From an optimization exercise on the open Yosys and OpenROAD flow, aimed at small area, a short achievable clock period and few clock cycles; shortcuts taken in it are not production practice. Where RTL was checked, it was by simulation tests only, not by an equivalence proof against the original. Power and IR drop assume default switching activity.

Design jbang_seq, start of the top module:
module jbang_seq (
    input  wire        clk,
    input  wire        rst,           
    input  wire [2:0]  bus_addr,      
    input  wire        bus_we,
    input  wire [31:0] bus_wdata,
    output reg  [31:0] bus_rdata,
    output reg         jtag_trst_n,
    output reg         jtag_tck,
    output reg         jtag_tms,
    output reg         jtag_tdi,
    input  wire        jtag_tdo
);
    localparam [3:0] F_TAP_IDCODE = 4'h1, F_CONNECT = 4'h2, F_ROUTER = 4'h3,
                     F_DAP_IDCODE = 4'h4, F_ACK = 4'h5, F_CSW = 4'h6,
                     F_NOT_SHIFTING = 4'h7, F_AFTER_LAST = 4'h8,
                     F_BAD_IR = 4'h9, F_ILLEGAL = 4'hA, F_NBITS = 4'hB;
    localparam [1:0] TS_RESET = 2'b00, TS_IDLE = 2'b01, TS_SHIFTING = 2'b10;
    localparam [3:0] S_START = 4'd0, S_A = 4'd1, S_B = 4'd2, S_C = 4'd3, S_C1 = 4'd4,
                     S_C2 = 4'd5, S_C3 = 4'd6, S_D = 4'd7, S_E = 4'd8, S_AL = 4'd9,
                     S_PT = 4'd10, S_END = 4'd15;
    localparam [1:0] K_GEN = 2'd0, K_TX = 2'd1, K_RST = 2'd2, K_SHF = 2'd3;
    localparam [2:0] C_NONE = 3'd0, C_TAPID = 3'd1, C_CONNECT = 3'd2, C_R60 = 3'd3,
                     C_R2C = 3'd4, C_DAPID = 3'd5, C_CSW = 3'd6;
    localparam [1:0] I_ABORT = 2'd0, I_DPACC = 2'd1, I_APACC = 2'd2, I_CMD = 2'd3;
    reg [31:0] arg0, arg1, result;
    reg        busy, fault, overrun, pin_init_done;
    reg [3:0]  fcode;
    reg [1:0]  tap_state;
    reg        shift_phase, ir_valid;
    reg [3:0]  ir_cache;
    reg [31:0] X, Y;
    reg [2:0]  O;                     
    reg [5:0]  upc;
    reg [3:0]  ph;
    reg [5:0]  cnt;
    reg        txp;                   
    reg        eh, bw, nz;            
    wire [5:0] c_nbits = Y[10:5];
    wire [3:0] c_ir    = Y[14:11];
    wire [2:0] c_op3   = Y[17:15];
    wire       c_last  = Y[18];
    reg [1:0] o_kind;
  ...
export LEC_CHECK = 0
export CAP_MARGIN = 20
export CORE_MARGIN = 2
export CORE_UTILIZATION = 40
export PLACE_DENSITY = 0.6
export SETUP_SLACK_MARGIN = 3.5
export SLEW_MARGIN = 20
export SYNTH_HIERARCHICAL = 1
export SYNTH_MEMORY_MAX_BITS = 16384
create_clock -name core_clock -period 8.0 [get_ports {clk}]
run.sh (not shown) runs the stock make flow with config.mk's settings and CLKGATE_MAP_FILE= SYNTH_SCRIPT=/design/flow/synth_recipe.tcl, a recipe that flattens the netlist after the stock synthesis.
The baseline finished with timing, DRC and antenna clean.
Testbench counts at the start, summed over its fixed seeds: cycles 296,555.
Next try:
--- a/flow/design.v
+++ b/flow/design.v
@@ -234,25 +234,24 @@
     wire dreg = o_y ? Y[0] : X[0];
     reg pulse_tdi;
     always @* begin
         case (ph)
             S_C:  pulse_tdi = is_tx ? ((cnt < 6'd4) ? cur_ir[cnt[1:0]] : 1'b1)
                                     : (o_dx ? X[0] : kbit);
             S_C1: pulse_tdi = O[0];
             S_C2: pulse_tdi = o_dx ? dreg : kbit;
             default: pulse_tdi = 1'b0;
         endcase
     end
     reg       chk_fail;
-    reg       chk_r;       
     reg [3:0] chk_code;
     always @* begin
         chk_fail = 1'b0; chk_code = F_CSW;
         case (o_chk)
             C_TAPID:   begin chk_fail = (X[27:0] != 28'hB94402F); chk_code = F_TAP_IDCODE; end
             C_CONNECT: begin chk_fail = (X[3:0] != 4'b1001); chk_code = F_CONNECT; end
             C_R60:     begin chk_fail = (X[31:24] != 8'h60); chk_code = F_ROUTER; end
             C_R2C:     begin chk_fail = (X[31:24] != 8'h2C); chk_code = F_ROUTER; end
             C_DAPID:   begin chk_fail = (X != 32'h3BA00477); chk_code = F_DAP_IDCODE; end
             C_CSW:     begin chk_fail = (Y != 32'hF0000000); chk_code = F_CSW; end
             default: ;
         endcase
@@ -363,36 +362,37 @@
                             if (o_kind == K_SHF && tap_state != TS_SHIFTING) begin
                                 n_fault = 1'b1; n_busy = 1'b0; n_fcode = F_NOT_SHIFTING;
                             end else if (o_kind == K_SHF && shift_phase) begin
                                 n_fault = 1'b1; n_busy = 1'b0; n_fcode = F_AFTER_LAST;
                             end else if (is_tx && o_iro && ir_hit) begin
                                 op_end = 1'b1;
                             end else if (o_kind == K_RST) begin
                                 n_trst = 1'b0;
                                 n_ph = S_PT;
                             end else begin
                                 np = first_ph;
                                 if (np == S_END) op_end = 1'b1;
-                                else enter = 1'b1;
+                                else if (np == S_AL || np == S_E) enter = 1'b1;
+                                else go = 1'b1;
                             end
                         end
                     end
                     S_PT: begin
                         n_trst = 1'b1;
                         np = S_E; enter = 1'b1;
                     end
                     S_AL: begin
-                        if (cnt == 6'd33) op_end = 1'b1;
+                        if (cnt == 6'd32) op_end = 1'b1;
                         else begin
-                            if (!cnt[5]) n_X = {1'b0, X[31:1]};
+                            n_X = {1'b0, X[31:1]};
                             n_cnt = cnt + 6'd1;
                         end
                     end
                     default: begin
                         if (ph == S_C2 && cnt == 6'd0 && O != 3'b010) begin
                             n_fault = 1'b1; n_busy = 1'b0; n_fcode = F_ACK;
                         end else begin
                             n_tck = 1'b1;
                             n_tms = pulse_tms;
                             n_tdi = pulse_tdi;
                         end
                     end
@@ -402,25 +402,25 @@
                 n_tck = 1'b1;
                 n_tms = (np == S_C) ? (last_gen && n_gen == 6'd1)
                                     : (np == S_B || tap_state != TS_RESET);
                 n_tdi = (np == S_C) && X[0];
                 n_ph = np; n_cnt = 6'd0;
             end
             if (enter) begin
                 n_ph = np;
                 n_cnt = (np == S_AL) ? n_gen : 6'd0;
                 n_eh = !xlo_nz; n_bw = 1'b1; n_nz = 1'b0;
             end
             if (op_end) begin
-                if (chk_r) begin
+                if (chk_fail) begin
                     n_fault = 1'b1; n_busy = 1'b0; n_fcode = chk_code;
                 end else if (o_last) begin
                     n_busy = 1'b0;
                     if (o_res) n_result = X;
                     if (o_kind == K_RST) begin
                         n_tap = TS_RESET; n_sp = 1'b0; n_irv = 1'b0;
                     end
                 end else begin
                     n_upc = upc + 6'd1;
                     n_ph = S_START; n_cnt = 6'd0;
                 end
             end
@@ -451,25 +451,25 @@
             tap_state <= TS_RESET; shift_phase <= 1'b0; ir_valid <= 1'b0; ir_cache <= 4'd0;
             jtag_trst_n <= 1'b1; jtag_tck <= 1'b0; jtag_tms <= 1'b1; jtag_tdi <= 1'b0;
         end else begin
             arg0 <= n_arg0; arg1 <= n_arg1; result <= n_result;
             busy <= n_busy; fault <= n_fault; overrun <= n_overrun; pin_init_done <= n_pid;
             fcode <= n_fcode; tap_state <= n_tap; shift_phase <= n_sp; ir_valid <= n_irv;
             ir_cache <= n_irc;
             jtag_trst_n <= n_trst; jtag_tck <= n_tck; jtag_tms <= n_tms; jtag_tdi <= n_tdi;
         end
     end
     always @(posedge clk) begin
         X <= n_X; Y <= n_Y; O <= n_O; upc <= n_upc; ph <= n_ph; cnt <= n_cnt;
-        txp <= n_txp; chk_r <= chk_fail; eh <= n_eh; bw <= n_bw; nz <= n_nz;
+        txp <= n_txp; eh <= n_eh; bw <= n_bw; nz <= n_nz;
     end
 endmodule
 module jbang_seq_rdmux (
     input  wire [2:0]  addr,
     input  wire [31:0] arg0,
     input  wire [31:0] arg1,
     input  wire [31:0] result,
     input  wire [31:0] fv,
     input  wire [11:0] st_lo,
     input  wire [3:0]  st_fc,
     output wire [31:0] rdata
 );
Result:
- register-to-register slack stays flat
- global-route usage climbs by 1.8 points
- utilization rises by 1.5 points
- die area rose by about 3%
- clock power barely changes
- total power is higher by 13%
- wire length climbs by 10%
- count of clock-buffer cells in the layout shrinks by 5
- hold slack barely changes
- non-clock buffer count climbs by 39
- cell area rose by 6.2%
- sequential share of layout area goes down by 1.5 points
For the second run of this note, only the layout was checked, not whether the RTL still works.

==> what the ideal ports hide <==
No port has a modelled driver above. Below, the same layouts with a new extraction and two added sets of constraints.
Step 1 sets driving cells, clkbuf_16 on the clock port and buf_2 on the other inputs (assumed; they add their load-dependent delay and slew).
Step 2 also shifts input and output timing later by t, the mid clock arrival at the registers, as if the neighbouring blocks saw the same clock.
Slacks: ideal ports / drivers / drivers and shift; pairs: ideal ports / drivers.
| run | shift t [ns] | setup slack, ns | latest minus earliest clock arrival (ns) |
|---|---|---|---|
| the first run | 0.617 | 3.496 / 3.462 / 3.185 | 0.044 / 0.043 |
| the second run | 0.611 | 3.512 / 3.377 / 3.062 | 0.023 / 0.023 |
After both steps every run listed still meets setup and hold. The setup slack of the second run, which loses most, moves by -0.135 ns with the drivers and by -0.450 ns with both steps.
